Context: an optimization exercise on an open-source flow, tuned for small area, a short achievable clock period and few clock cycles. The choices shown serve that exercise and are no tape-out recipe. Function was checked by simulation only, so behaviour that the tests miss may differ from the original. Power is estimated from default activity; no workload was simulated.

$ cat flow/design.v
module bcd_add12 (
    input  wire [47:0] p,
    input  wire [47:0] q6,
    input  wire        cin,
    output reg  [47:0] s,
    output wire        cout
);
    reg [11:0] g, t;           
    reg [47:0] s0, s1;         
    reg [4:0]  w;
    reg [3:0]  w1;
    integer i;
    always @* begin
        for (i = 0; i < 12; i = i + 1) begin
            w = {1'b0, p[4*i +: 4]} + {1'b0, q6[4*i +: 4]};
            g[i] = w[4];
            t[i] = (w[3:0] == 4'hF);
            w1 = w[3:0] + 4'd1;
            s0[4*i +: 4] = w[4] ? w[3:0] : w[3:0] + 4'd10;
            s1[4*i +: 4] = (w[4] | t[i]) ? w1 : w1 + 4'd10;
        end
    end
    reg [12:0] c;
    reg [11:0] G [0:4];
    reg [11:0] T [0:4];
    integer l, d;
    always @* begin
        G[0] = g; T[0] = t;
        G[0][0] = g[0] | (t[0] & cin);
        T[0][0] = 1'b0;
        for (l = 0; l < 4; l = l + 1) begin
            d = 1 << l;
            for (i = 0; i < 12; i = i + 1) begin
                if (i >= d) begin
                    G[l+1][i] = G[l][i] | (T[l][i] & G[l][i-d]);
                    T[l+1][i] = T[l][i] & T[l][i-d];
                end else begin
                    G[l+1][i] = G[l][i];
                    T[l+1][i] = T[l][i];
                end
            end
        end
        c = {G[4], cin};
        for (i = 0; i < 12; i = i + 1)
            s[4*i +: 4] = c[i] ? s1[4*i +: 4] : s0[4*i +: 4];
    end
    assign cout = c[12];
endmodule
module bcd_cmp12 (
    input  wire [47:0] p,
    input  wire [47:0] q6,
    input  wire        cin,
    output wire        cout
);
    wire [48:0] w = {1'b0, p} + {1'b0, q6} + {48'd0, cin};
    assign cout = w[48];
endmodule
module bcd_dbl12 (
    input  wire [47:0] x,
    output reg  [47:0] d,
    output wire        hi
);
    integer i;
    reg [3:0] t;
    reg       c;
    always @* begin
        c = 1'b0;
        for (i = 0; i < 12; i = i + 1) begin
            t = x[4*i +: 4];
            case (t)
                4'd0: d[4*i +: 4] = {3'd0, c};
                4'd1: d[4*i +: 4] = {3'd1, c};
                4'd2: d[4*i +: 4] = {3'd2, c};
                4'd3: d[4*i +: 4] = {3'd3, c};
                4'd4: d[4*i +: 4] = {3'd4, c};
                4'd5: d[4*i +: 4] = {3'd0, c};
                4'd6: d[4*i +: 4] = {3'd1, c};
                4'd7: d[4*i +: 4] = {3'd2, c};
                4'd8: d[4*i +: 4] = {3'd3, c};
                default: d[4*i +: 4] = {3'd4, c};
            endcase
            c = (t >= 4'd5);
        end
    end
    assign hi = x[47:44] >= 4'd5;
endmodule
module hp_emc (
    input  wire        clk,
    input  wire        rst,
    input  wire        start,
    input  wire [15:0] ir,
    input  wire [15:0] a_in,
    input  wire [15:0] b_in,
    input  wire [15:0] se_in,
    input  wire        dc_in,
    input  wire [47:0] ar1_in,
    input  wire [47:0] ar2_in,
    output wire        ready,
    output reg         done,
    output reg  [1:0]  fail,
    output reg  [15:0] a_out,
    output reg  [15:0] b_out,
    output reg  [15:0] se_out,
    output reg         dc_out,
    output reg  [47:0] ar1_out,
    output reg  [47:0] ar2_out
);
    localparam [15:0] OP_MWA = 16'h7200, OP_CMY = 16'h7220, OP_CMX = 16'h7260,
                      OP_FXA = 16'h7280, OP_NRM = 16'h7340, OP_CDC = 16'h73C0,
                      OP_FMP = 16'h7A00, OP_FDV = 16'h7A21, OP_MRX = 16'h7B00,
                      OP_DRS = 16'h7B21, OP_MRY = 16'h7B40, OP_MLY = 16'h7B61,
                      OP_MPY = 16'h7B8F;
    localparam [1:0] F_NONE = 2'd0, F_DIGIT = 2'd1, F_DIV0 = 2'd2, F_STUFF = 2'd3;
    function [3:0] fmp_step(input [3:0] k);
        case (k)
            4'd3, 4'd6, 4'd11, 4'd13: fmp_step = 4'd1;
            4'd7, 4'd12:              fmp_step = 4'd2;
            4'd8, 4'd9, 4'd14:        fmp_step = 4'd4;
            4'd15:                    fmp_step = 4'd5;
            default:                  fmp_step = k;      
        endcase
    endfunction
    function fmp_one(input [3:0] k);
        fmp_one = (fmp_step(k) == k);
    endfunction
    function [47:0] plus6(input [47:0] m);
        integer j;
        for (j = 0; j < 12; j = j + 1)
            plus6[4*j +: 4] = {m[4*j+3] | m[4*j+2] | m[4*j+1],
                               ~(m[4*j+2] ^ m[4*j+1]), ~m[4*j+1], m[4*j]};
    endfunction
    function [47:0] nines(input [47:0] m);
        integer j;
        for (j = 0; j < 12; j = j + 1)
            nines[4*j +: 4] = {~(m[4*j+3] | m[4*j+2] | m[4*j+1]),
                               m[4*j+2] ^ m[4*j+1], m[4*j+1], ~m[4*j]};
    endfunction
    reg        rdy;         
    reg        v;           
    reg        is_mpy, is_fxa, is_mwa, is_cmx, is_cmy, is_cdc, is_nrm,
               is_fmp, is_fdv, is_mrx, is_mry, is_mly, is_drs;
    reg        fst;         
    reg        j1, j2;      
    reg [3:0]  kr;          
    reg [4:0]  cnt;         
    reg [3:0]  acc;         
    reg        q_x, q_2, q_4, q_5, q_10, q_b, q_n1, q_n2;    
    reg        pz;          
    reg        ci;          
    reg [15:0] a1, b1, se1;
    reg        dc1;
    reg [47:0] x1, r1;      
    reg [4:0]  bneg, bone, btwo;    
    assign ready = rdy;
    wire i_mpy = (ir == OP_MPY), i_fxa = (ir == OP_FXA), i_mwa = (ir == OP_MWA),
         i_cmx = (ir == OP_CMX), i_cmy = (ir == OP_CMY), i_cdc = (ir == OP_CDC),
         i_nrm = (ir == OP_NRM), i_fmp = (ir == OP_FMP), i_fdv = (ir == OP_FDV),
         i_mrx = (ir == OP_MRX), i_mry = (ir == OP_MRY), i_mly = (ir == OP_MLY),
         i_drs = (ir == OP_DRS);
    wire [3:0] fm_in = fmp_step(b_in[3:0]);
    wire multi_in = i_mpy || i_fdv || (i_fmp && !fmp_one(b_in[3:0]));
    wire [4:0] bneg_hi, bone_hi, btwo_hi, bneg_lo, bone_lo, btwo_lo;
    emc_booth u_bhi (.m({b_in[15], b_in[15:8]}), .neg(bneg_hi), .one(bone_hi), .two(btwo_hi));
    emc_booth u_blo (.m({1'b0, b1[7:0]}),        .neg(bneg_lo), .one(bone_lo), .two(btwo_lo));
    reg ar1_ok, ar2_ok, b_ok;
    integer i;
    always @* begin
        ar1_ok = 1'b1;
        ar2_ok = 1'b1;
        b_ok   = 1'b1;
        for (i = 0; i < 12; i = i + 1) begin
            if (x1[4*i +: 4] > 4'd9) ar1_ok = 1'b0;
            if (r1[4*i +: 4] > 4'd9) ar2_ok = 1'b0;
        end
        for (i = 0; i < 4; i = i + 1)
            if (b1[4*i +: 4] > 4'd9) b_ok = 1'b0;
    end
    wire a_big = (a1 > 16'd9);
    reg [1:0] chk;
    always @* begin
        chk = F_NONE;
        if (((is_fxa || is_fmp || is_fdv || is_cmx) && !ar1_ok) ||
            ((is_fxa || is_fmp || is_fdv || is_cmy || is_mwa) && !ar2_ok) ||
            (is_mwa && !b_ok))
            chk = F_DIGIT;
        else if (is_fdv && x1 == 48'd0)
            chk = F_DIV0;
        else if ((is_mrx || is_mry || is_mly) && a_big)
            chk = F_STUFF;
    end
    wire failing = fst && (chk != F_NONE);
    wire [47:0] x2, x4;
    wire        x2h, x4h;
    bcd_dbl12 u_d2 (.x(x1), .d(x2), .hi(x2h));
    bcd_dbl12 u_d4 (.x(x2), .d(x4), .hi(x4h));
    reg [47:0] x5;
    always @* begin
        for (i = 0; i < 12; i = i + 1)
            x5[4*i +: 4] = (x1[4*i] ? 4'd5 : 4'd0) +
                           ((i == 0) ? 4'd0 : {1'b0, x1[4*i-3 +: 3]});
    end
    wire [47:0] x10 = {x1[43:0], 4'd0};
    wire [47:0] qr = ({48{q_x}}  & x1) |
                     ({48{q_2}}  & x2) |
                     ({48{q_4}}  & x4) |
                     ({48{q_5}}  & x5) |
                     ({48{q_10}} & x10) |
                     ({48{q_b}}  & {32'd0, b1}) |
                     ({48{q_n1}} & nines(x1)) |
                     ({48{q_n2}} & nines(r1));
    wire [47:0] p = pz ? 48'd0 : r1;
    wire [47:0] s;
    wire        co;
    bcd_add12 u_add (.p(p), .q6(plus6(qr)), .cin(ci), .s(s), .cout(co));
    wire co10;
    bcd_cmp12 u_cmp (.p(r1), .q6(plus6(x10)), .cin(dc1), .cout(co10));
    wire jump = !co10 && (x1[47:44] == 4'd0);
    wire [3:0] fh = ({4{q_2}}  & {3'd0, x2h}) |
                    ({4{q_4}}  & {2'd0, x2h, x4h}) |
                    ({4{q_5}}  & {1'b0, x1[47:45]}) |
                    ({4{q_10}} & x1[47:44]);
    wire [3:0] acc_f  = acc + fh;
    wire [3:0] acc_f1 = acc_f + 4'd1;
    wire [31:0] macc = fst ? 32'd0 : {b_out[7:0], a_out, 8'd0};
    wire [31:0] prod;
    emc_mul u_mul (.a(a1), .neg(bneg), .one(bone), .two(btwo), .acc(macc), .p(prod));
    reg [3:0] nz;               
    always @* begin
        nz = 4'd12;
        for (i = 0; i < 12; i = i + 1)
            if (r1[4*i +: 4] != 4'd0) nz = 4'd11 - i[3:0];
    end
    wire [3:0] kk = b1[3:0];
    wire       sh_r = is_mrx || is_mry || is_drs;    
    wire [3:0] k   = is_drs ? 4'd1 : kk;
    reg  [3:0] rot;
    always @* begin
        if (is_nrm)       rot = (nz == 4'd0 || nz == 4'd12) ? 4'd0 : 4'd12 - nz;
        else if (is_mly)  rot = 4'd11;
        else              rot = (k >= 4'd12) ? 4'd0 : k;
    end
    wire [47:0] sv = (is_mrx || is_drs) ? x1 : r1;
    wire [47:0] ra = rot[0] ? {sv[3:0], sv[47:4]} : sv;
    wire [47:0] rb = rot[1] ? {ra[7:0], ra[47:8]} : ra;
    wire [47:0] rc = rot[2] ? {rb[15:0], rb[47:16]} : rb;
    wire [47:0] rd = rot[3] ? {rc[31:0], rc[47:32]} : rc;
    wire [3:0]  stuff = is_drs ? 4'd0 : a1[3:0];
    reg  [47:0] sh;
    always @* begin
        for (i = 0; i < 12; i = i + 1) begin
            if (sh_r && (i + k >= 13))
                sh[4*i +: 4] = 4'd0;
            else if (sh_r && (i + k == 12))
                sh[4*i +: 4] = stuff;
            else if (is_mly && i == 0)
                sh[4*i +: 4] = a1[3:0];
            else
                sh[4*i +: 4] = rd[4*i +: 4];
        end
    end
    wire [3:0] od = is_mly ? rd[3:0] :
                    (k == 4'd13) ? stuff :
                    (k >= 4'd14) ? 4'd0 : rd[47:44];
    wire wr_od = is_mly || is_drs || ((is_mrx || is_mry) && kk != 4'd0);
    wire fmp_fin = fmp_one(kr);
    wire fdv_fin = j2 ? !co : co;
    wire fin = failing || !(is_fmp || is_fdv || is_mpy) ||
               (is_fmp && fmp_fin) || (is_fdv && fdv_fin) || (is_mpy && !fst);
    wire [3:0] kr_n = kr - fmp_step(kr);
    wire [3:0] fm_n = fmp_step(kr_n);
    always @(posedge clk) begin
        if (rst) begin
            rdy  <= 1'b1;
            v    <= 1'b0;
            done <= 1'b0;
        end else begin
            done <= v && fin;
            if (rdy) begin
                v    <= start;
                rdy  <= !start || !multi_in;
            end else begin
                if (fin) v <= 1'b0;
                rdy <= fin || (is_fmp && fmp_one(kr_n)) || (is_mpy && fst);
            end
        end
    end
    always @(posedge clk) begin
        if (rdy) begin
            {is_mpy, is_fxa, is_mwa, is_cmx, is_cmy, is_cdc, is_nrm,
             is_fmp, is_fdv, is_mrx, is_mry, is_mly, is_drs} <=
                {i_mpy, i_fxa, i_mwa, i_cmx, i_cmy, i_cdc, i_nrm,
                 i_fmp, i_fdv, i_mrx, i_mry, i_mly, i_drs};
            fst  <= 1'b1;
            j1   <= 1'b0;
            j2   <= 1'b0;
            kr   <= b_in[3:0];
            cnt  <= 5'd0;
            acc  <= 4'd0;
            q_x  <= i_fxa || i_fdv || (i_fmp && fm_in == 4'd1);
            q_2  <= i_fmp && fm_in == 4'd2;
            q_4  <= i_fmp && fm_in == 4'd4;
            q_5  <= i_fmp && fm_in == 4'd5;
            q_10 <= i_fmp && fm_in == 4'd10;
            q_b  <= i_mwa;
            q_n1 <= i_cmx;
            q_n2 <= i_cmy;
            pz   <= i_cmx || i_cmy;
            ci   <= ((i_fxa || i_mwa || i_fdv) && dc_in) || i_cmx || i_cmy ||
                    (i_fmp && dc_in && b_in[3:0] != 4'd0);
            a1   <= a_in;
            b1   <= b_in;
            se1  <= se_in;
            dc1  <= dc_in;
            x1   <= ar1_in;
            r1   <= ar2_in;
            bneg <= bneg_hi;
            bone <= bone_hi;
            btwo <= btwo_hi;
        end else begin
            fst  <= 1'b0;
            ci   <= 1'b0;
            pz   <= 1'b0;
            bneg <= bneg_lo;
            bone <= bone_lo;
            btwo <= btwo_lo;
            if (is_fmp) begin
                kr   <= kr_n;
                acc  <= co ? acc_f1 : acc_f;
                r1   <= s;
                q_x  <= fm_n == 4'd1;
                q_2  <= fm_n == 4'd2;
                q_4  <= fm_n == 4'd4;
                q_5  <= fm_n == 4'd5;
                q_10 <= fm_n == 4'd10;
            end
            if (is_fdv) begin
                j1 <= fst && jump;
                j2 <= j1;
                if (!j2) r1 <= s;
                cnt  <= j1 ? 5'd11 : j2 ? cnt : cnt + 5'd1;
                q_x  <= !(fst && jump) && !j1;
                q_10 <= fst && jump;
                q_5  <= j1;
            end
        end
    end
    always @(posedge clk) begin
        fail    <= failing ? chk : F_NONE;
        a_out   <= a1;
        b_out   <= b1;
        se_out  <= se1;
        dc_out  <= dc1;
        ar1_out <= x1;
        ar2_out <= r1;
        if (!failing) begin
            if (is_mpy) begin
                a_out <= prod[15:0];
                b_out <= prod[31:16];
            end
            if (is_fxa || is_mwa) begin
                ar2_out <= s;
                dc_out  <= co;
            end
            if (is_cmx) ar1_out <= s;
            if (is_cmy || is_fmp || is_fdv) ar2_out <= s;
            if (is_fmp) a_out <= {12'd0, co ? acc_f1 : acc_f};
            if (is_fdv) b_out <= j2 ? 16'd16 : j1 ? 16'd10 : {11'd0, cnt};
            if (is_cmx || is_cmy || is_cdc || is_fmp || is_fdv || is_mrx ||
                is_mry || is_mly || is_drs)
                dc_out <= 1'b0;
            if (is_nrm) begin
                ar2_out <= sh;
                b_out   <= {12'd0, nz};
                dc_out  <= (nz == 4'd12);
            end
            if (is_mrx || is_drs) ar1_out <= sh;
            if (is_mry || is_mly) ar2_out <= sh;
            if (wr_od) begin
                a_out  <= {12'd0, od};
                se_out <= {12'd0, od};
            end
        end
    end
endmodule
module emc_mul (
    input  wire [15:0] a,
    input  wire [4:0]  neg,
    input  wire [4:0]  one,
    input  wire [4:0]  two,
    input  wire [31:0] acc,
    output wire [31:0] p
);
    reg [31:0] r [0:6];
    reg [17:0] mag, pp;
    integer j;
    always @* begin
        r[5] = acc;
        r[6] = 32'hFD560000;
        for (j = 0; j < 5; j = j + 1) begin
            mag  = ({18{one[j]}} & {{2{a[15]}}, a}) | ({18{two[j]}} & {a[15], a, 1'b0});
            pp   = mag ^ {18{neg[j]}};
            r[j] = {14'd0, ~pp[17], pp[16:0]} << (2*j);
            r[6][2*j] = neg[j];
        end
    end
    function [63:0] csa(input [31:0] x, input [31:0] y, input [31:0] z);
        csa = {((x & y) | (x & z) | (y & z)) << 1, x ^ y ^ z};
    endfunction
    wire [63:0] l1a = csa(r[0], r[1], r[2]);
    wire [63:0] l1b = csa(r[3], r[4], r[5]);
    wire [63:0] l2a = csa(l1a[31:0], l1a[63:32], l1b[31:0]);
    wire [63:0] l3a = csa(l2a[31:0], l2a[63:32], l1b[63:32]);
    wire [63:0] l4a = csa(l3a[31:0], l3a[63:32], r[6]);
    assign p = l4a[31:0] + l4a[63:32];
endmodule
module emc_booth (
    input  wire [8:0] m,
    output reg  [4:0] neg,
    output reg  [4:0] one,
    output reg  [4:0] two
);
    reg [2:0] t;
    integer j;
    always @* begin
        for (j = 0; j < 5; j = j + 1) begin
            t      = {(2*j+1 > 8) ? m[8] : m[2*j+1], m[2*j], (j == 0) ? 1'b0 : m[2*j-1]};
            neg[j] = t[2] & ~(t[1] & t[0]);
            one[j] = t[1] ^ t[0];
            two[j] = (t[2] & ~t[1] & ~t[0]) | (~t[2] & t[1] & t[0]);
        end
    end
endmodule
$ cat flow/flow/run.sh
#!/bin/bash
# The standard layout, with the port buffers made of plain buffers
# (sky130_fd_sc_hd__buf_2) rather than the delay cells buffer_ports picks
# by default. Every other step is the standard flow's own (standard.sh).
set -euo pipefail
export BUFFER_PORTS_ARGS="-buffer_cell sky130_fd_sc_hd__buf_2"
bash standard.sh > standard.log 2>&1
$ cat flow/standard.sh
#!/bin/bash
# synth_recipe.tcl (not shown) runs the flow's synth.tcl, then flattens the netlist and writes it again
# the make line also repeats each setting of config.mk as NAME=value (left out here)
make -C /OpenROAD-flow-scripts/flow DESIGN_CONFIG=/design/flow/config.mk WORK_HOME=/design/flow/orfs CLKGATE_MAP_FILE= SYNTH_SCRIPT=/design/flow/synth_recipe.tcl "${@:-finish}"
$ cat flow/config.mk
export PLATFORM = sky130hd
export DESIGN_NAME = hp_emc
export DESIGN_NICKNAME = hp_emc
export VERILOG_FILES = /design/flow/design.v
export SDC_FILE = /design/flow/constraint.sdc
export NUM_CORES = 4
export LEC_CHECK = 0
export ABC_AREA = 1
export CAP_MARGIN = 50
export CORE_MARGIN = 2
export CORE_UTILIZATION = 55
export SLEW_MARGIN = 70
$ cat flow/constraint.sdc
create_clock -name core_clock -period 22.0 [get_ports {clk}]
set_input_delay 4.4000 -clock core_clock [delete_from_list [all_inputs] [get_ports {clk}]]
set_output_delay 4.4000 -clock core_clock [all_outputs]
set_load 0.01 [all_outputs]
==> results of run 1 <==
cells in the mapped netlist, drive strengths merged (3+ instances only):
cell     number
o211ai       73
a21o          4
a21oi       349
a2111oi      16
a21boi        3
dfxtp       228
a221oi       26
nand3b       12
buf          83
o21ai       471
o221a         3
nand3       489
o22ai       103
and2          7
a31oi        32
nand2      1085
or2          17
o21bai        6
ha          252
o32ai         4
nor2        466
xor2        118
clkbuf      173
o31ai        18
o2111ai      21
nor3         51
a22oi        19
mux2i         3
o21a         10
nor4         18
xnor2        75
o221ai       30
a211oi       16
nand4        42
clkinv       20
fa           74
edfxtp      119
o311ai        5
inv         662
final cells by class:
type	instances	area, um2
fillers	6012	23000
diodes	2	5.00
clock buffers	55	1170
flip-flops and latches	347	8160
multi-input cells	3935	23800
inverters	682	2590
well taps	846	1060
repair buffers	446	2740
clock inverters	24	284
worst paths after layout:
| check | endpoint | slack (ns) | cells after the start |
|---|---|---|---|
| setup reg to reg | a_out[3] | 15.99 | 24 |
| hold / removal | done | 0.46 | 2 |
| setup / recovery | a_out[3] | 15.99 | 24 |
| hold reg to reg | done | 0.46 | 2 |
per-stage QoR:
stage	hold WS [ns]	std cells	instance area, um2	worst slack, ns
finish	0.464	6337	39800	15.99
global route	0.487	6337	39800	15.78
CTS	0.462	6324	39500	16.03
detailed placement	0.444	6245	38000	15.76
global placement	0.427	6173	36800	15.81
floorplan	0.419	5220	34900	14.83
flip-flops by register name, indices dropped and copies added (netlist names), 2 cells and up:
register  count
a1           16
a_out        16
acc           4
ar1_out      48
ar2_out      48
b1           16
b_out        16
bneg          4
bone          5
btwo          4
cnt           5
fail          2
kr            4
r1           48
se1          16
se_out       16
u_d4.x        3
x1           48
cells in the final DEF (no fill, tap or decap), drive strengths merged, types with 19 or more instances in the layout:
cell type | netlist | layout
a21oi | 349 | 349
a221oi | 26 | 26
a22oi | 19 | 19
a31oi | 32 | 32
buf | 83 | 442
clkbuf | 173 | 58
clkinv | 20 | 36
dfxtp | 228 | 228
edfxtp | 119 | 119
fa | 74 | 74
ha | 252 | 252
inv | 662 | 664
nand2 | 1085 | 1085
nand3 | 489 | 489
nand4 | 42 | 42
nor2 | 466 | 466
nor3 | 51 | 51
o2111ai | 21 | 21
o211ai | 73 | 73
o21ai | 471 | 471
o221ai | 30 | 30
o22ai | 103 | 103
xnor2 | 75 | 75
xor2 | 118 | 118
power groups by stage:
| stage | sequential [W] | clock [W] | combinational (W) |
|---|---|---|---|
| 2_1_floorplan | 0.000732 | 0 | 0.000847 |
| 3_3_place_gp | 0.000756 | 0 | 0.00118 |
| 3_5_place_dp | 0.000749 | 0 | 0.00121 |
| 4_1_cts | 0.000735 | 0.000757 | 0.00121 |
| 5_1_grt | 0.000738 | 0.000781 | 0.00140 |
| 6_report | 0.000738 | 0.000760 | 0.00127 |
per-layer routing:
layer	GRT usage [%]	up-vias	part of all wire (%)
met5	3.36	-	0.25
met4	22.3	16	5.6
met3	19.8	547	17
met2	64.5	3187	39
met1	63.1	18800	38
li1	-	18100	-
kinds of logic (layout without fill, tap and decap cells):
kind of cell / count (synthesis) / count (layout) / share of synthesized area (%)
AOI/OAI and AO/OA: 1218 / 1218 / 21.0
xor gates and xnor gates: 193 / 193 / 4.93
adders and majority gates: 326 / 326 / 13.3
buffers and inverters: 938 / 1207 / 10.5
DFF: 347 / 347 / 23.3
muxes: 4 / 4 / 0.118
other: 0 / 2 / 0
and+or+nand+nor: 2194 / 2194 / 26.9
tightest hold or removal path: cells and delay by family, from the launching register on:
kind / cells / cell delay, ns
DFF: 1 / 0.32
and+or+nand+nor: 1 / 0.08
buffers and inverters: 1 / 0.03
==> flow_summary_export.csv, run 1 <==
group,metric,value,unit
status,outcome,"finished clean",
yosys,synth_flop_cell,"dfxtp_1",
pwr,power_density,69.5,mW/mm2
floorplanning,die_w,256,um
clock_tree,cts_tree,"done",
clock_tree,post_cts_buffers,0,
placement,place.gp.congestion,1.14,
worst_hold_path,min_path_type,"reg2reg",
clock_tree,cts.sinks,347,
drt,drt_pass1_iterations,9,
clock_tree,cts_buffers,43,
setup_path,crit_buf_inv,3,
setup_path,critical_path.startpoint_type,"register",
yosys,yosysTopAreaCell,"dfxtp_1",
pwr,power.total,0.00277,W
global_routing,grt_pass1_wl,233000,um
clock_tree,cts-resized-gates,0,
clock_tree,htree_levels,2,
pwr,swShare,43.5,%
sta,tightest_slew,0.518,ns
clock_tree,clk_latency,0.62,ns
sta,timing.slew.headroom,65.4,%
yosys,synth_area,0.0349,mm2
yosys,synthArstFlopShare,0,%
final_layout,layout.nets,5945,
drt,drt_iter0_drc,6972,
setup_path,cp_data_required_time,22.55,ns
sta,tns,0,ns
sta,post-route-period-util,27.3,%
global_routing,gr-total-overflow,0,
yosys,yosysSeqAreaShare,23.3,%
clock_tree,cts_hold_buf,0,
yosys,ys_seq_elements,347,
drt,drt-total-wl,161000,um
global_routing,grt_usage,47.0,%
floorplanning,ioPinCount,313,
yosys,synth_top_area_share,13.1,%
global_routing,grt_pass1_vias,36600,
setup_path,worst_path_max_delay_cell,"edfxtp_1",
global_routing,grt_max_degree,74,
setup_path,path_cells,"clkinv_1 > nor3_1 > nor3_2 > o21ai_0 > o221ai_1 > a221oi_1 > o221ai_1 > ha_1 > inv_1 > fa_1 > inv_1 > ha_1 > nand3_2 > nor4_1 > nand3_1 > nand3_2 > a21oi_1 > nor2_1 > nor2_1 > nor2_1 > nand2_1 > nand3_1 > nand3_1 > nand2_1",
drt,drc,0,
floorplanning,die_y,256,um
floorplanning,num_rows,92,
job,cap_violations,0,
clock_tree,clk_pin_slew,0.07,ns
sta,timing.fmax,0.166,GHz
floorplanning,dieArea,0.0655,mm2
sta,final-setup-viol-count,0,
placement,post-dp-hpwl,126000,um
yosys,synth-edff-count,119,
yosys,ys_types,84,
setup_path,critPathTopFamily,"simple AND/OR/NAND/NOR gates",
clock_tree,cts-root-buf,"clkbuf_16",
setup_path,path_max_fanout,10,
drt,viasPerCell,6.43,
pwr,ir_drop,0.0699,mV
setup_path,reg2reg_from,"x1[17]",
pwr,leakage,18.9,nW
pwr,comb_power_share,45.8,%
setup_path,arrival,6.56,ns
pwr,clockPowerShare,27.5,%
pwr,seq_power_share,26.7,%
yosys,synth_warnings,8,
yosys,synth_nets,5710,
global_routing,antenna_found_initial,11,
drt,avgRoutedWirePerCell,25.3,um
drt,final_antenna_net_count,0,
yosys,syn_avg_cell_area,6.69,um2
final_layout,syn2layout_area_growth,14.1,%
sta,skew,0.0281,ns
floorplanning,core,0.0629,mm2
sta,slew_violations,0,
sta,hold_viol,0,
pwr,p_int,0.00156,W
setup_path,end_kind,"register",
final_layout,drive_gt1_share,14.1,%
floorplanning,start_util,55.5,%
setup_path,slowest_delay,0.60,ns
yosys,synth.area.top_cells,"dfxtp_1 (13%), nand2_1 (12%), edfxtp_1 (10%), ha_1 (9.0%), nand3_1 (7.0%)",
final_layout,utilization,63.3,%
setup_path,crit_type,"reg2reg",
sta,period_needed,6.01,ns
worst_hold_path,min-delay-start,"v",
placement,port_buffers,312,
pwr,power.switching,0.00120,W
sta,rsz0062_at_grt,"false",
drt,vias,40700,
yosys,syn_inst,5220,
setup_path,startpoint,"x1[17]",
clock_tree,clk_path_buf_depth,3,
Testbench counts, summed over its fixed seeds: cycles 23,306.
==> inputs of run 2 (changes only) <==
==> flow/run.sh (new file) <==
#!/bin/bash
# synth_recipe.tcl (not shown) runs the flow's synth.tcl, then flattens the netlist and writes it again
# the make line also repeats each setting of config.mk as NAME=value (left out here)
make -C /OpenROAD-flow-scripts/flow DESIGN_CONFIG=/design/flow/config.mk WORK_HOME=/design/flow/orfs CLKGATE_MAP_FILE= SYNTH_SCRIPT=/design/flow/synth_recipe.tcl finish
removed: flow/flow/run.sh
removed: flow/standard.sh
==> run 2 against run 1 <==
Net effect:
- flip-flop and latch count did not move
- clock power increased by 6.8%
- synthesized cell count unchanged
- critical path type is now reg2out
- via count shrank 0.13%
- non-clock buffer count shrank 3
==> flow_summary_export.csv, run 2 <==
group,metric,value,unit
status,outcome,"finished clean",
setup_path,cp_data_required_time,17.60,ns
floorplanning,start_util,55.5,%
setup_path,path_max_fanout,1,
sta,timing.slew.headroom,61.8,%
clock_tree,cts_hold_buf,0,
global_routing,grt_use_met1,62.9,%
yosys,synth_nets,5710,
setup_path,path_cells,"clkdlybuf4s50_1",
yosys,synth_flop_cell,"dfxtp_1",
global_routing,grt_usage,47.2,%
yosys,synth-edff-count,119,
drt,final_antenna_net_count,0,
yosys,syn_avg_cell_area,6.69,um2
final_layout,layout.nets,5942,
setup_path,critPathTopFamily,"buffers and inverters",
yosys,yosysSeqAreaShare,23.3,%
setup_path,arrival,1.86,ns
drt,drt-total-wl,161000,um
setup_path,startpoint,"ar1_out[35]",
pwr,power.total,0.00284,W
global_routing,top_usage_layer,"met2",
floorplanning,die_y,256,um
drt,drt_pass1_iterations,11,
setup_path,crit_buf_inv,1,
job,cap_violations,0,
drt,vias,40700,
setup_path,slowest_delay,0.62,ns
yosys,syn_inst,5220,
setup_path,critical_path.startpoint_type,"register",
sta,slew_violations,0,
final_layout,syn2layout_area_growth,18.9,%
sta,tightest_slew,0.574,ns
sta,hold_viol,0,
clock_tree,cts_buffers,43,
pwr,leakage,19.0,nW
setup_path,reg2reg_from,"x1[18]",
setup_path,end_kind,"output pin",
yosys,ys_types,84,
yosys,yosysTopAreaCell,"dfxtp_1",
sta,rsz0062_at_grt,"false",
final_layout,final_cell_mix,"nand2_1 (1072), inv_1 (606), nand3_1 (481)",
yosys,synth_top_area_share,13.1,%
drt,viasPerCell,6.42,
placement,place.gp.congestion,1.13,
global_routing,antenna_found_initial,12,
sta,final-setup-viol-count,0,
pwr,power_density,68.4,mW/mm2
placement,port_buffers,312,
sta,skew,0.0449,ns
sta,period_needed,6.26,ns
global_routing,gr-total-overflow,0,
yosys,synth_common_cells,"nand2_1 (1073), inv_1 (627), nand3_1 (485), nor2_1 (452), o21ai_0 (411)",
pwr,ir_drop,0.0711,mV
global_routing,grt_max_degree,60,
final_layout,utilization,66.0,%
setup_path,worst_path_max_delay_cell,"clkdlybuf4s50_1",
clock_tree,post_cts_buffers,0,
clock_tree,cts-resized-gates,0,
drt,drc,0,
final_layout,nFillCells,5759,
clock_tree,clk_latency,0.64,ns
floorplanning,core,0.0629,mm2
yosys,ys_seq_elements,347,
clock_tree,clk_pin_slew,0.06,ns
floorplanning,die_w,256,um
worst_hold_path,min-delay-start,"v",
clock_tree,cts.sinks,347,
global_routing,grt_pass1_wl,234000,um
global_routing,grt_pass1_vias,36500,
yosys,yosysMostFrequentCell,"nand2_1",
clock_tree,htree_levels,2,
yosys,synth_warnings,8,
clock_tree,clk_path_buf_depth,3,
sta,timing.fmax,0.160,GHz
floorplanning,ioPinCount,313,
clock_tree,cts_tree,"done",
yosys,synth.area.top_cells,"dfxtp_1 (13%), nand2_1 (12%), edfxtp_1 (10%), ha_1 (9.0%), nand3_1 (7.0%)",
final_layout,final_common_cell,"nand2_1",
floorplanning,dieArea,0.0655,mm2
placement,post-dp-hpwl,126000,um
global_routing,grt_use_met2,64.4,%
yosys,synth_area,0.0349,mm2
sta,tns,0,ns
drt,avgRoutedWirePerCell,25.4,um
drt,drt_iter0_drc,6866,
setup_path,crit_type,"reg2out",
worst_hold_path,min_path_type,"reg2reg",
final_layout,drive_gt1_share,8.66,%
sta,post-route-period-util,28.5,%
floorplanning,num_rows,92,
yosys,synthArstFlopShare,0,%
global_routing,global_route.usage.met3,21.7,%
clock_tree,cts-root-buf,"clkbuf_16",
==> run 2: cell types whose count changed in the layout (fill, tap and decap cells not counted), sizes merged, moves of 2 or more <==
| cell | before | now |
|---|---|---|
| clkinvlp | 2 | 4 |
| clkinv | 36 | 29 |
| clkbuf | 58 | 65 |
| buf | 442 | 121 |
| clkdlybuf4s50 | 0 | 312 |
| bufinv | 4 | 6 |
| inv | 664 | 667 |
==> run 2: layer usage <==
metal | vias to the layer above | part of all wire, %
li1 | 18200 | -
met4 | 12 | 5.9
met5 | - | 0.067
met2 | 3354 | 38
met3 | 601 | 18
met1 | 18500 | 37
==> run 2: report_power, final <==
group          total [W]  internal (W)  switching (W)
sequential      0.000739      0.000694      0.0000458
combinational    0.00129      0.000467       0.000819
clock           0.000812      0.000472       0.000340
==> run 2: logic make-up (layout without fill, tap and decap cells) <==
| family | after synthesis | after routing | synth area share, % |
|---|---|---|---|
| buffers and inverters | 938 | 1204 | 10.5 |
| AND/OR/NAND/NOR | 2194 | 2194 | 26.9 |
| flip-flops | 347 | 347 | 23.3 |
| AO/OA/AOI/OAI | 1218 | 1218 | 21.0 |
| adder cells (fa/ha/maj) | 326 | 326 | 13.3 |
| XOR/XNOR | 193 | 193 | 4.93 |
| multiplexers | 4 | 4 | 0.118 |
| other | 0 | 3 | 0 |
==> run 2: path summary, 6_finish.rpt <==
| kind | cells past startpoint | slack, ns | to |
|---|---|---|---|
| min reg2reg | 2 | 0.46 | done |
| min | 2 | 0.46 | done |
| max | 1 | 15.74 | ar1_out[35] |
| max reg2reg | 27 | 16.08 | a_out[3] |
==> run 2: stage by stage <==
step / hold slack [ns] / instances / setup WS (ns) / instance area [um2]
6_report: 0.456 / 6335 / 15.74 / 41500
5_1_grt: 0.490 / 6334 / 15.73 / 41500
4_1_cts: 0.456 / 6316 / 15.81 / 41200
3_5_place_dp: 0.441 / 6237 / 15.30 / 39600
3_3_place_gp: 0.430 / 6169 / 15.41 / 38400
2_1_floorplan: 0.419 / 5220 / 14.83 / 34900
==> run 2: area by class of cell <==
| cell class | instances | area, um2 | area share [%] |
|---|---|---|---|
| multi-input cells | 3935 | 23700 | 57.2 |
| flip-flops and latches | 347 | 8160 | 19.7 |
| repair buffers | 443 | 4350 | 10.5 |
| inverters | 682 | 2580 | 6.22 |
| clock buffers | 55 | 1220 | 2.95 |
| well taps | 846 | 1060 | 2.55 |
| clock inverters | 24 | 352 | 0.848 |
| diodes | 3 | 7.51 | 0.0181 |
==> inputs of run 3 (changes only) <==
--- a/flow/design.v
+++ b/flow/design.v
@@ -7,17 +7,19 @@
 );
     reg [11:0] g, t;           
     reg [47:0] s0, s1;         
-    reg [4:0]  w;
-    reg [3:0]  w1;
+    reg [3:0]  w, w1, gb, pb;
     integer i;
     always @* begin
         for (i = 0; i < 12; i = i + 1) begin
-            w = {1'b0, p[4*i +: 4]} + {1'b0, q6[4*i +: 4]};
-            g[i] = w[4];
-            t[i] = (w[3:0] == 4'hF);
-            w1 = w[3:0] + 4'd1;
-            s0[4*i +: 4] = w[4] ? w[3:0] : w[3:0] + 4'd10;
-            s1[4*i +: 4] = (w[4] | t[i]) ? w1 : w1 + 4'd10;
+            gb   = p[4*i +: 4] & q6[4*i +: 4];
+            pb   = p[4*i +: 4] ^ q6[4*i +: 4];
+            g[i] = gb[3] | (pb[3] & gb[2]) | (pb[3] & pb[2] & gb[1]) |
+                   (pb[3] & pb[2] & pb[1] & gb[0]);
+            t[i] = &pb;
+            w    = p[4*i +: 4] + q6[4*i +: 4];
+            w1   = w + 4'd1;
+            s0[4*i +: 4] = g[i] ? w : w + 4'd10;
+            s1[4*i +: 4] = (g[i] | t[i]) ? w1 : w1 + 4'd10;
         end
     end
     reg [12:0] c;
@@ -221,7 +223,8 @@
                     ({4{q_10}} & x1[47:44]);
     wire [3:0] acc_f  = acc + fh;
     wire [3:0] acc_f1 = acc_f + 4'd1;
-    wire [31:0] macc = fst ? 32'd0 : {b_out[7:0], a_out, 8'd0};
+    wire [31:0] macc = fst ? (32'hFD535600 | {23'd0, bneg[4], 8'd0}) :
+                             {b_out[7:0], a_out, 8'd0};
     wire [31:0] prod;
     emc_mul u_mul (.a(a1), .neg(bneg), .one(bone), .two(btwo), .acc(macc), .p(prod));
     reg [3:0] nz;               
@@ -390,18 +393,17 @@
     input  wire [31:0] acc,
     output wire [31:0] p
 );
-    reg [31:0] r [0:6];
+    reg [31:0] r [0:5];
     reg [17:0] mag, pp;
     integer j;
     always @* begin
-        r[5] = acc;
-        r[6] = 32'hFD560000;
         for (j = 0; j < 5; j = j + 1) begin
             mag  = ({18{one[j]}} & {{2{a[15]}}, a}) | ({18{two[j]}} & {a[15], a, 1'b0});
             pp   = mag ^ {18{neg[j]}};
             r[j] = {14'd0, ~pp[17], pp[16:0]} << (2*j);
-            r[6][2*j] = neg[j];
+            if (j > 0) r[j][2*j-2] = neg[j-1];
         end
+        r[5] = acc;
     end
     function [63:0] csa(input [31:0] x, input [31:0] y, input [31:0] z);
         csa = {((x & y) | (x & z) | (y & z)) << 1, x ^ y ^ z};
@@ -410,8 +412,7 @@
     wire [63:0] l1b = csa(r[3], r[4], r[5]);
     wire [63:0] l2a = csa(l1a[31:0], l1a[63:32], l1b[31:0]);
     wire [63:0] l3a = csa(l2a[31:0], l2a[63:32], l1b[63:32]);
-    wire [63:0] l4a = csa(l3a[31:0], l3a[63:32], r[6]);
-    assign p = l4a[31:0] + l4a[63:32];
+    assign p = l3a[31:0] + l3a[63:32];
 endmodule
 module emc_booth (
     input  wire [8:0] m,
==> run 3 against run 2 <==
Net effect:
- still clean
- sequential power shrank 0.5%
- critical path type is now in2reg
- synthesized cell count fell by 2.2%
- area after synthesis is 2.4% lower
- clock skew decreased by 0.010 ns
- critical path depth rose by 10
- combinational power fell by 12%
==> flow_summary_export.csv, run 3 <==
group,metric,value,unit
status,outcome,"finished clean",
setup_path,slowest_delay,0.49,ns
yosys,ys_seq_elements,347,
sta,rsz0062_at_grt,"false",
final_layout,final_cell_mix,"nand2_1 (1027), inv_1 (575), nand3_1 (464)",
yosys,synth_area,0.0341,mm2
setup_path,reg2reg_depth,25,
yosys,synth_warnings,8,
clock_tree,post_cts_buffers,0,
sta,period_needed,6.05,ns
global_routing,grt_max_degree,68,
pwr,power_density,63.6,mW/mm2
yosys,syn_inst,5104,
global_routing,antenna_found_initial,15,
sta,timing.fmax,0.165,GHz
setup_path,reg2reg_from,"is_cmx",
sta,post-route-period-util,27.5,%
drt,drt_iter0_drc,6976,
final_layout,fin_cells,6150,
yosys,synthArstFlopShare,0,%
sta,slew_violations,0,
final_layout,syn2layout_area_growth,18.2,%
placement,port_buffers,312,
final_layout,layout.nets,5790,
drt,drt-total-wl,153000,um
worst_hold_path,whs_endpoint,"se_out[1]",
worst_hold_path,min-delay-start,"se1[1]",
clock_tree,cts-root-buf,"clkbuf_16",
final_layout,final_common_cell,"nand2_1",
floorplanning,dieArea,0.0639,mm2
floorplanning,start_util,55.4,%
job,cap_violations,0,
drt,drt_pass1_iterations,10,
pwr,leakage,18.4,nW
floorplanning,die_y,253,um
final_layout,drive_gt1_share,8.19,%
yosys,synth.area.top_cells,"dfxtp_1 (13%), nand2_1 (11%), edfxtp_1 (10%), ha_1 (8.2%), nand3_1 (6.8%)",
setup_path,critical_path.startpoint_type,"input pin",
pwr,power.total,0.00256,W
drt,viasPerCell,6.47,
sta,tightest_slew,0.515,ns
placement,post-dp-hpwl,118000,um
yosys,synth_top_area_share,13.4,%
clock_tree,clk_pin_slew,0.06,ns
clock_tree,cts_tree,"done",
yosys,yosysSeqAreaShare,23.9,%
floorplanning,ioPinCount,313,
clock_tree,cts_buffers,39,
yosys,ys_types,73,
sta,tns,0,ns
global_routing,grt_pass1_wl,224000,um
setup_path,path_max_fanout,4,
sta,final-setup-viol-count,0,
floorplanning,die_w,253,um
drt,drc,0,
global_routing,gr-total-overflow,0,
setup_path,crit_type,"in2reg",
drt,avgRoutedWirePerCell,24.9,um
sta,skew,0.0345,ns
yosys,synth_nets,5566,
setup_path,cp_data_required_time,22.49,ns
clock_tree,clk_latency,0.62,ns
yosys,synth_common_cells,"nand2_1 (1029), inv_1 (599), nor2_1 (468), nand3_1 (465), o21ai_0 (430)",
placement,dp.cells,6062,
yosys,yosysTopAreaCell,"dfxtp_1",
worst_hold_path,whs_path_depth,2,
sta,hold_viol,0,
floorplanning,core,0.0615,mm2
setup_path,crit_path_frequent_cell,"inv_1",
global_routing,grt_usage,46.5,%
drt,final_antenna_net_count,0,
setup_path,r2r-end,"r1[47]",
clock_tree,clk_path_buf_depth,3,
global_routing,grt_pass1_vias,36300,
setup_path,end_kind,"register",
worst_hold_path,min_path_type,"reg2reg",
setup_path,worst_path_max_delay_cell,"clkdlybuf4s50_1",
placement,place.gp.congestion,1.09,
setup_path,arrival,6.54,ns
sta,timing.slew.headroom,65.3,%
clock_tree,cts_hold_buf,0,
drt,vias,39800,
yosys,synth-edff-count,119,
clock_tree,cts.sinks,347,
yosys,syn_avg_cell_area,6.67,um2
clock_tree,htree_levels,2,
yosys,yosysMostFrequentCell,"nand2_1",
setup_path,rrSetupSlack,16.39,ns
yosys,synth_flop_cell,"dfxtp_1",
setup_path,path_cells,"clkdlybuf4s50_1 > nor4_4 > inv_1 > nor4_2 > inv_1 > nor2_1 > inv_1 > nor2_1 > nor3_1 > o22ai_1 > nand2_1",
floorplanning,num_rows,91,
clock_tree,cts-resized-gates,0,
pwr,ir_drop,0.0692,mV
[run 3: cell types whose count changed in the layout (fill, tap and decap cells not counted), moves of 21 or more]
| cell | before | now |
|---|---|---|
| ha_1 | 252 | 223 |
| inv_1 | 606 | 575 |
| nand2_1 | 1072 | 1027 |
| o21ai_0 | 351 | 377 |
| o21ai_1 | 79 | 58 |
| xnor2_1 | 69 | 43 |
| xor2_1 | 113 | 146 |
[run 3: worst max-delay path by stage]
stage	start	endpoint	slack, ns	cells past startpoint
floorplan	rdy	ready	14.75	0
detailed placement	ir[0]	rdy	15.35	11
finish	ir[0]	rdy	15.95	11
CTS	ir[0]	rdy	15.88	11
global route	ir[0]	q_x	15.70	10
global placement	ir[0]	rdy	15.30	11
[run 3: area by class of cell]
cell class                      instances  area (um2)
Fill cell                            5442       21200
Inverter                              635        2400
Multi-Input combinational cell       3870       23100
Antenna cell                            1        2.50
Clock buffer                           50        1090
Clock inverter                         22         228
Tap cell                              790         988
Sequential cell                       347        8170
Timing Repair Buffer                  435        4290
[run 3: kinds of logic after synthesis]
group / Yosys count / share of synthesized area [%]
and+or+nand+nor: 2158 / 27.1
AOI/OAI and AO/OA: 1218 / 21.2
buffers and inverters: 887 / 10.1
DFF: 347 / 23.9
adders and majority gates: 298 / 12.6
xor gates and xnor gates: 190 / 4.89
muxes: 6 / 0.187
[run 3: critical path, delay by kind of cell]
family                 cells  cell delay [ns]
AOI/OAI and AO/OA          1             0.21
and+or+nand+nor            6             1.07
buffers and inverters      4             0.86
[run 3: power breakdown]
part	leakage, nW	internal, W	switching [W]
Clock	0.643	0.000382	0.000305
Combinational	14.5	0.000411	0.000726
Sequential	3.21	0.000693	0.0000421
[run 3: per-layer routing]
metal | global-route usage [%] | wire, um
met1 | 64.7 | 59800
met2 | 64.2 | 59600
met3 | 14.2 | 24200
met4 | 24.0 | 9430
met5 | 0 | 64
[run 3: stage by stage]
step / util (%) / hold WS, ns / setup WS [ns] / area, um2
floorplan: - / 0.419 / 14.75 / 34100
global placement: 61.1 / 0.429 / 15.30 / 37500
detailed placement: 62.9 / 0.442 / 15.35 / 38700
CTS: 65.0 / 0.456 / 15.88 / 40000
global route: 65.5 / 0.476 / 15.70 / 40300
finish: 65.5 / 0.450 / 15.95 / 40300
Testbench counts of run 3, summed over its fixed seeds: cycles 23,306.
==> inputs of run 4 (changes only) <==
==> flow/flow/run.sh (new file) <==
#!/bin/bash
# The standard layout, with the port buffers made of plain buffers
# (sky130_fd_sc_hd__buf_2) rather than the delay cells buffer_ports picks
# by default. Every other step is the standard flow's own (standard.sh).
set -euo pipefail
export BUFFER_PORTS_ARGS="-buffer_cell sky130_fd_sc_hd__buf_2"
bash standard.sh > standard.log 2>&1
==> flow/standard.sh (new file) <==
#!/bin/bash
# synth_recipe.tcl (not shown) runs the flow's synth.tcl, then flattens the netlist and writes it again
# the make line also repeats each setting of config.mk as NAME=value (left out here)
make -C /OpenROAD-flow-scripts/flow DESIGN_CONFIG=/design/flow/config.mk WORK_HOME=/design/flow/orfs CLKGATE_MAP_FILE= SYNTH_SCRIPT=/design/flow/synth_recipe.tcl "${@:-finish}"
removed: flow/run.sh
==> run 4 against run 3 <==
Net effect:
- fmax up 4.6%
- synthesized cell count unchanged
- power down 0.79%
- die area unchanged
- largest cell class unchanged
==> flow_summary_export.csv, run 4 <==
group,metric,value,unit
setup_path,crit_buf_inv,1,
final_layout,final_cell_mix,"nand2_1 (1027), inv_1 (575), nand3_1 (465)",
setup_path,path_depth,1,
setup_path,path_max_fanout,29,
clock_tree,cts-resized-gates,0,
sta,period_needed,5.79,ns
floorplanning,die_y,253,um
clock_tree,clk_pin_slew,0.06,ns
pwr,leakage,18.3,nW
yosys,synth_nets,5566,
global_routing,grt_pass1_vias,35100,
global_routing,antenna_found_initial,13,
global_routing,gr-total-overflow,0,
yosys,synth.area.top_cells,"dfxtp_1 (13%), nand2_1 (11%), edfxtp_1 (10%), ha_1 (8.2%), nand3_1 (6.8%)",
drt,avgRoutedWirePerCell,24.7,um
sta,tightest_slew,0.544,ns
clock_tree,clk_path_buf_depth,3,
placement,place.gp.congestion,1.07,
setup_path,arrival,1.39,ns
floorplanning,die_w,253,um
sta,skew,0.0253,ns
setup_path,end_kind,"output pin",
global_routing,grt_pass1_wl,220000,um
placement,post-dp-hpwl,117000,um
sta,post-route-period-util,26.3,%
floorplanning,core,0.0615,mm2
yosys,synth_flop_cell,"dfxtp_1",
floorplanning,ioPinCount,313,
final_layout,multi_input_area,0.0231,mm2
setup_path,cp_data_required_time,17.60,ns
final_layout,drive_gt1_share,13.9,%
clock_tree,cts_hold_buf,0,
yosys,ys_seq_elements,347,
clock_tree,cts_buffers,39,
yosys,synth-edff-count,119,
yosys,synth_warnings,8,
final_layout,layout.nets,5782,
final_layout,nFillCells,5760,
yosys,synthArstFlopShare,0,%
yosys,synth_common_cells,"nand2_1 (1029), inv_1 (599), nor2_1 (468), nand3_1 (465), o21ai_0 (430)",
sta,timing.fmax,0.173,GHz
drt,vias,39300,
setup_path,critical_path.startpoint_type,"register",
drt,drt_pass1_iterations,9,
sta,fin_hold_ws,0.452,ns
setup_path,crit_type,"reg2out",
setup_path,reg2reg_depth,26,
drt,drt_iter0_drc,6131,
global_routing,grt_usage,46.0,%
clock_tree,clk_latency,0.60,ns
setup_path,worst_path_max_delay_cell,"dfxtp_4",
clock_tree,post_cts_buffers,0,
sta,final-setup-viol-count,0,
drt,drt-total-wl,152000,um
placement,port_buffers,312,
setup_path,slowest_delay,0.58,ns
floorplanning,dieArea,0.0639,mm2
drt,drc,0,
pwr,ir_drop,0.0703,mV
yosys,yosysSeqAreaShare,23.9,%
drt,viasPerCell,6.39,
yosys,yosysTopAreaCell,"dfxtp_1",
status,outcome,"finished clean",
global_routing,grt_max_degree,67,
yosys,synth_top_area_share,13.4,%
worst_hold_path,whs_path_depth,2,
clock_tree,cts.sinks,347,
final_layout,final_common_cell,"nand2_1",
sta,tns,0,ns
clock_tree,cts_tree,"done",
pwr,power_density,65.8,mW/mm2
setup_path,critPathTopFamily,"flip-flops",
yosys,syn_inst,5104,
final_layout,regArea,0.00816,mm2
job,cap_violations,0,
clock_tree,cts-root-buf,"clkbuf_16",
sta,timing.slew.headroom,63.7,%
sta,hold_viol,0,
sta,slew_violations,0,
sta,rsz0062_at_grt,"false",
yosys,ys_types,73,
pwr,power.total,0.00254,W
drt,final_antenna_net_count,0,
setup_path,path_cells,"buf_2",
yosys,synth_area,0.0341,mm2
yosys,syn_avg_cell_area,6.67,um2
floorplanning,num_rows,91,
yosys,yosysMostFrequentCell,"nand2_1",
floorplanning,start_util,55.4,%
clock_tree,htree_levels,2,
worst_hold_path,min_path_type,"reg2reg",
final_layout,syn2layout_area_growth,13.4,%
[run 4: cell counts after synthesis]
Identical to the previous run, type by type.
[run 4: path summary, 6_finish.rpt]
check / startpoint / slack, ns / endpoint
worst min register to register: v / 0.45 / done
worst max register to register: q_2 / 16.41 / ar1_out[46]
worst min-delay path: v / 0.45 / done
worst max-delay path: rdy / 16.21 / ready
[run 4: worst register-to-register path, delay by kind of cell, from the launching register on]
kind	cells	cell delay (ns)
compound gates	10	1.87
buf+inv	7	1.62
simple gates	8	1.25
flops	1	0.39
fa+ha+maj	1	0.33
[run 4: logic make-up after synthesis]
| family | share of synthesized area (%) |
|---|---|
| compound gates | 21.2 |
| fa+ha+maj | 12.6 |
| buf+inv | 10.1 |
| simple gates | 27.1 |
| xor+xnor | 4.89 |
| mux | 0.187 |
| flops | 23.9 |
[run 4: final cells by class]
cell class | instances | area share [%]
Antenna cell | 5 | 0.0324
Clock inverter | 21 | 0.661
Clock buffer | 51 | 2.80
Inverter | 635 | 6.24
Timing Repair Buffer | 427 | 6.76
Sequential cell | 347 | 21.1
Tap cell | 790 | 2.56
Multi-Input combinational cell | 3870 | 59.8
[run 4: through the flow]
stage	utilization (%)	cell area [um2]	setup WS [ns]	std cells
final	62.8	38600	16.21	6146
after global routing	62.8	38600	16.13	6141
after CTS	62.3	38300	16.20	6124
after detailed placement	60.1	37000	15.78	6052
after global placement	58.5	36000	15.69	6002
after floorplan	-	34100	14.75	5104
[run 4: power breakdown]
group          switching [W]  total (W)  internal, W  leakage (nW)
combinational       0.000730    0.00112     0.000386          14.5
sequential         0.0000394   0.000733     0.000694          3.21
clock               0.000292   0.000690     0.000399         0.652
[run 4: per-layer routing]
layer  share of wire [%]  GRT usage (%)
met4                 5.9           23.2
met3                  15           14.0
met1                  39           64.1
met5               0.018              0
met2                  39           63.7
==> inputs of run 5 (changes only) <==
--- a/flow/design.v
+++ b/flow/design.v
@@ -113,16 +113,16 @@
                       OP_DRS = 16'h7B21, OP_MRY = 16'h7B40, OP_MLY = 16'h7B61,
                       OP_MPY = 16'h7B8F;
     localparam [1:0] F_NONE = 2'd0, F_DIGIT = 2'd1, F_DIV0 = 2'd2, F_STUFF = 2'd3;
-    function [3:0] fmp_step(input [3:0] k);
+    function [4:0] fmp_step(input [4:0] k);
         case (k)
-            4'd3, 4'd6, 4'd11, 4'd13: fmp_step = 4'd1;
-            4'd7, 4'd12:              fmp_step = 4'd2;
-            4'd8, 4'd9, 4'd14:        fmp_step = 4'd4;
-            4'd15:                    fmp_step = 4'd5;
-            default:                  fmp_step = k;      
+            5'd3, 5'd6, 5'd11, 5'd13: fmp_step = 5'd1;
+            5'd7, 5'd12:              fmp_step = 5'd2;
+            5'd4, 5'd14, 5'd15:       fmp_step = 5'd5;
+            5'd8, 5'd9:               fmp_step = 5'd10;
+            default:                  fmp_step = k[4] ? 5'h1F : k;    
         endcase
     endfunction
-    function fmp_one(input [3:0] k);
+    function fmp_one(input [4:0] k);
         fmp_one = (fmp_step(k) == k);
     endfunction
     function [47:0] plus6(input [47:0] m);
@@ -143,10 +143,10 @@
                is_fmp, is_fdv, is_mrx, is_mry, is_mly, is_drs;
     reg        fst;         
     reg        j1, j2;      
-    reg [3:0]  kr;          
+    reg [4:0]  kr;          
     reg [4:0]  cnt;         
     reg [3:0]  acc;         
-    reg        q_x, q_2, q_4, q_5, q_10, q_b, q_n1, q_n2;    
+    reg        q_x, q_2, q_5, q_10, q_b, q_n1, q_n2;    
     reg        pz;          
     reg        ci;          
     reg [15:0] a1, b1, se1;
@@ -159,8 +159,8 @@
          i_nrm = (ir == OP_NRM), i_fmp = (ir == OP_FMP), i_fdv = (ir == OP_FDV),
          i_mrx = (ir == OP_MRX), i_mry = (ir == OP_MRY), i_mly = (ir == OP_MLY),
          i_drs = (ir == OP_DRS);
-    wire [3:0] fm_in = fmp_step(b_in[3:0]);
-    wire multi_in = i_mpy || i_fdv || (i_fmp && !fmp_one(b_in[3:0]));
+    wire [4:0] fm_in = fmp_step({1'b0, b_in[3:0]});
+    wire multi_in = i_mpy || i_fdv || (i_fmp && !fmp_one({1'b0, b_in[3:0]}));
     wire [4:0] bneg_hi, bone_hi, btwo_hi, bneg_lo, bone_lo, btwo_lo;
     emc_booth u_bhi (.m({b_in[15], b_in[15:8]}), .neg(bneg_hi), .one(bone_hi), .two(btwo_hi));
     emc_booth u_blo (.m({1'b0, b1[7:0]}),        .neg(bneg_lo), .one(bone_lo), .two(btwo_lo));
@@ -191,10 +191,9 @@
             chk = F_STUFF;
     end
     wire failing = fst && (chk != F_NONE);
-    wire [47:0] x2, x4;
-    wire        x2h, x4h;
+    wire [47:0] x2;
+    wire        x2h;
     bcd_dbl12 u_d2 (.x(x1), .d(x2), .hi(x2h));
-    bcd_dbl12 u_d4 (.x(x2), .d(x4), .hi(x4h));
     reg [47:0] x5;
     always @* begin
         for (i = 0; i < 12; i = i + 1)
@@ -204,7 +203,6 @@
     wire [47:0] x10 = {x1[43:0], 4'd0};
     wire [47:0] qr = ({48{q_x}}  & x1) |
                      ({48{q_2}}  & x2) |
-                     ({48{q_4}}  & x4) |
                      ({48{q_5}}  & x5) |
                      ({48{q_10}} & x10) |
                      ({48{q_b}}  & {32'd0, b1}) |
@@ -218,7 +216,7 @@
     bcd_cmp12 u_cmp (.p(r1), .q6(plus6(x10)), .cin(dc1), .cout(co10));
     wire jump = !co10 && (x1[47:44] == 4'd0);
     wire [3:0] fh = ({4{q_2}}  & {3'd0, x2h}) |
-                    ({4{q_4}}  & {2'd0, x2h, x4h}) |
+                    ({4{is_fmp && q_n1}} & 4'hF) |
                     ({4{q_5}}  & {1'b0, x1[47:45]}) |
                     ({4{q_10}} & x1[47:44]);
     wire [3:0] acc_f  = acc + fh;
@@ -269,8 +267,8 @@
     wire fdv_fin = j2 ? !co : co;
     wire fin = failing || !(is_fmp || is_fdv || is_mpy) ||
                (is_fmp && fmp_fin) || (is_fdv && fdv_fin) || (is_mpy && !fst);
-    wire [3:0] kr_n = kr - fmp_step(kr);
-    wire [3:0] fm_n = fmp_step(kr_n);
+    wire [4:0] kr_n = kr - fmp_step(kr);
+    wire [4:0] fm_n = fmp_step(kr_n);
     always @(posedge clk) begin
         if (rst) begin
             rdy  <= 1'b1;
@@ -296,14 +294,13 @@
             fst  <= 1'b1;
             j1   <= 1'b0;
             j2   <= 1'b0;
-            kr   <= b_in[3:0];
+            kr   <= {1'b0, b_in[3:0]};
             cnt  <= 5'd0;
             acc  <= 4'd0;
-            q_x  <= i_fxa || i_fdv || (i_fmp && fm_in == 4'd1);
-            q_2  <= i_fmp && fm_in == 4'd2;
-            q_4  <= i_fmp && fm_in == 4'd4;
-            q_5  <= i_fmp && fm_in == 4'd5;
-            q_10 <= i_fmp && fm_in == 4'd10;
+            q_x  <= i_fxa || i_fdv || (i_fmp && fm_in == 5'd1);
+            q_2  <= i_fmp && fm_in == 5'd2;
+            q_5  <= i_fmp && fm_in == 5'd5;
+            q_10 <= i_fmp && fm_in == 5'd10;
             q_b  <= i_mwa;
             q_n1 <= i_cmx;
             q_n2 <= i_cmy;
@@ -330,11 +327,12 @@
                 kr   <= kr_n;
                 acc  <= co ? acc_f1 : acc_f;
                 r1   <= s;
-                q_x  <= fm_n == 4'd1;
-                q_2  <= fm_n == 4'd2;
-                q_4  <= fm_n == 4'd4;
-                q_5  <= fm_n == 4'd5;
-                q_10 <= fm_n == 4'd10;
+                q_x  <= fm_n == 5'd1;
+                q_2  <= fm_n == 5'd2;
+                q_5  <= fm_n == 5'd5;
+                q_10 <= fm_n == 5'd10;
+                q_n1 <= fm_n == 5'h1F;
+                ci   <= fm_n == 5'h1F;
             end
             if (is_fdv) begin
                 j1 <= fst && jump;
==> run 5 against run 4 <==
Net effect:
- still clean
- area after synthesis decreased by 2.2%
- die area decreased by 2.2%
- sequential power increased by 0.5%
- via count decreased by 4.7%
- cell count decreased by 2.9%
- highest routed layer unchanged
==> flow_summary_export.csv, run 5 <==
group,metric,value,unit
status,outcome,"finished clean",
drt,vias,37400,
sta,final-setup-viol-count,0,
drt,met2_length,58400,um
yosys,yosysSeqAreaShare,24.5,%
placement,port_buffers,312,
pwr,power.total,0.00249,W
drt,wl_met3,19000,um
yosys,synth_compound_area_share,20.5,%
clock_tree,cts.sinks,348,
yosys,synth.area.top_cells,"dfxtp_1 (14%), nand2_1 (11%), edfxtp_1 (11%), ha_1 (8.4%), nand3_1 (7.2%)",
floorplanning,ioPinCount,313,
floorplanning,dieArea,0.0626,mm2
floorplanning,die_w,250,um
setup_path,r2r-end,"ar2_out[45]",
clock_tree,post_cts_buffers,0,
setup_path,cp_data_required_time,17.60,ns
sta,period_needed,5.83,ns
clock_tree,cts_buffers,41,
final_layout,syn2layout_area_growth,12.5,%
sta,tightest_slew,0.485,ns
final_layout,multi_input_area,0.0222,mm2
drt,avgRoutedWirePerCell,23.8,um
clock_tree,cts-root-buf,"clkbuf_16",
setup_path,end_kind,"output pin",
drt,wl_met1,56500,um
yosys,synthArstFlopShare,0,%
yosys,synth_flop_cell,"dfxtp_1",
sta,slew_violations,0,
global_routing,grt_pass1_wl,210000,um
floorplanning,start_util,55.4,%
final_layout,regArea,0.00819,mm2
worst_hold_path,whs_path_depth,1,
yosys,synth_nets,5412,
final_layout,final_common_cell,"nand2_1",
clock_tree,clk_pin_slew,0.07,ns
placement,place.gp.congestion,1.12,
yosys,synthMuxAreaShare,0.199,%
global_routing,grt_usage,43.7,%
yosys,synth_top_area_share,13.8,%
setup_path,slowest_delay,0.59,ns
yosys,ys_types,70,
global_routing,grt_max_degree,68,
yosys,synth_common_cells,"nand2_1 (967), inv_1 (554), nand3_1 (477), nor2_1 (457), o21ai_0 (397)",
yosys,synth_warnings,8,
sta,fin_hold_ws,0.459,ns
setup_path,crit_type,"reg2out",
clock_tree,clk_path_buf_depth,3,
yosys,yosysMostFrequentCell,"nand2_1",
drt,final_antenna_net_count,0,
final_layout,drive_gt1_share,12.8,%
drt,drt_pass1_iterations,12,
sta,hold_viol,0,
drt,highest_layer,"met5",
worst_hold_path,min-delay-start,"se1[3]",
job,cap_violations,0,
sta,tns,0,ns
drt,drt-total-wl,142000,um
sta,skew,0.0504,ns
pwr,ir_drop,0.0908,mV
drt,drt_iter0_drc,5796,
floorplanning,die_y,250,um
yosys,syn_inst,4949,
worst_hold_path,min_path_type,"reg2reg",
global_routing,gr-total-overflow,0,
sta,timing.slew.headroom,67.5,%
yosys,yosysTopAreaCell,"dfxtp_1",
placement,post-dp-hpwl,108000,um
setup_path,arrival,1.43,ns
yosys,synth_top_family_by_area,"simple AND/OR/NAND/NOR gates",
clock_tree,cts_hold_buf,0,
floorplanning,core,0.0601,mm2
setup_path,rrSetupSlack,16.72,ns
global_routing,grt_pass1_vias,34200,
final_layout,nFillCells,5828,
pwr,leakage,17.7,nW
final_layout,layout.nets,5608,
sta,timing.fmax,0.172,GHz
sta,rsz0062_at_grt,"false",
clock_tree,htree_levels,2,
drt,viasPerCell,6.26,
drt,drc,0,
final_layout,final_cell_mix,"nand2_1 (965), inv_1 (537), nand3_1 (477)",
setup_path,crit_buf_inv,1,
setup_path,worst_path_max_delay_cell,"dfxtp_1",
yosys,syn_avg_cell_area,6.73,um2
setup_path,path_max_fanout,1,
yosys,ys_seq_elements,348,
setup_path,reg2reg_depth,25,
global_routing,antenna_found_initial,12,
setup_path,path_cells,"buf_2",
setup_path,critical_path.startpoint_type,"register",
worst_hold_path,whs_endpoint,"se_out[3]",
setup_path,critPathTopFamily,"flip-flops",
setup_path,reg2reg_from,"q_10",
clock_tree,clk_latency,0.62,ns
floorplanning,num_rows,90,
clock_tree,cts-resized-gates,0,
yosys,synth-xor-area-share,5.04,%
final_layout,utilization,62.3,%
yosys,yosys.area_share.simple,26.9,%
yosys,synth_fa_ha_area_share,12.9,%
yosys,synth-edff-count,119,
yosys,synth_area,0.0333,mm2
pwr,power_density,66.5,mW/mm2
sta,post-route-period-util,26.5,%
clock_tree,cts_tree,"done",
run 5: layout make-up:
| class | count | share of cell area (%) |
|---|---|---|
| Clock buffer | 58 | 3.21 |
| Inverter | 595 | 6.03 |
| Multi-Input combinational cell | 3752 | 59.1 |
| Sequential cell | 348 | 21.8 |
| Tap cell | 782 | 2.61 |
| Clock inverter | 18 | 0.461 |
| Antenna cell | 8 | 0.0534 |
| Timing Repair Buffer | 407 | 6.65 |
run 5: cells by family after synthesis:
family | Yosys count
xor gates and xnor gates | 191
adders and majority gates | 299
muxes | 6
and+or+nand+nor | 2094
DFF | 348
buffers and inverters | 849
AOI/OAI and AO/OA | 1162
run 5: stage by stage:
step / setup WS, ns / cells / cell area (um2)
2_1_floorplan: 14.79 / 4949 / 33300
3_3_place_gp: 16.05 / 5839 / 35200
3_5_place_dp: 15.99 / 5870 / 35800
4_1_cts: 16.24 / 5946 / 37200
5_1_grt: 16.21 / 5967 / 37500
6_report: 16.17 / 5968 / 37500
run 5: routing by layer:
layer,up-vias,track usage [%]
met2,2518,63.2
met3,464,11.6
li1,17200,-
met5,-,0
met1,17200,59.7
met4,6,22.4
run 5: how the worst max path moves through the flow:
stage                      from           to  slack, ns  cells past startpoint
detailed placement        ir[3]          q_x      15.99                     10
floorplan                   rdy        ready      14.79                      0
finish              ar2_out[32]  ar2_out[32]      16.17                      1
CTS                 ar2_out[32]  ar2_out[32]      16.24                      1
global route        ar1_out[34]  ar1_out[34]      16.21                      1
global placement          ir[3]          q_x      16.05                     10
run 5: report_power, final:
| group | internal [W] | leakage, nW | total (W) | switching [W] |
|---|---|---|---|---|
| clock network | 0.000397 | 0.660 | 0.000696 | 0.000299 |
| registers | 0.000695 | 3.22 | 0.000737 | 0.0000416 |
| logic | 0.000370 | 13.8 | 0.00106 | 0.000688 |
Testbench counts of run 5, summed over its fixed seeds: cycles 23,822.

re-timing with driven ports:
In the flow no input, the clock included, has a driving cell. The finished layouts below were timed again as built, in two steps. Step 1, drivers: a clkbuf_16 drives clk and a buf_2 each remaining input, both assumed. Step 2 also shifts input and output timing later by t, the mid clock arrival at the registers, as if the neighbouring blocks saw the same clock. Slacks: no drivers / after step 1 / after step 2; pairs: no drivers / after step 1.
| run | shift t [ns] | setup WS [ns] | cell pins on the clock port's net |
|---|---|---|---|
| run 1 | 0.679 | 15.988 / 15.973 / 15.748 | 1 |
| run 2 | 0.685 | 15.738 / 15.673 / 15.357 | 1 |
| run 3 | 0.667 | 15.947 / 15.878 / 15.319 | 1 |
| run 4 | 0.661 | 16.214 / 16.144 / 15.714 | 1 |
| run 5 | 0.661 | 16.170 / 16.102 / 15.922 | 1 |
After both steps setup and hold are still met in every run listed. For run 3, which loses most, drivers alone change the setup slack by -0.069 ns; drivers and shift together by -0.628 ns.
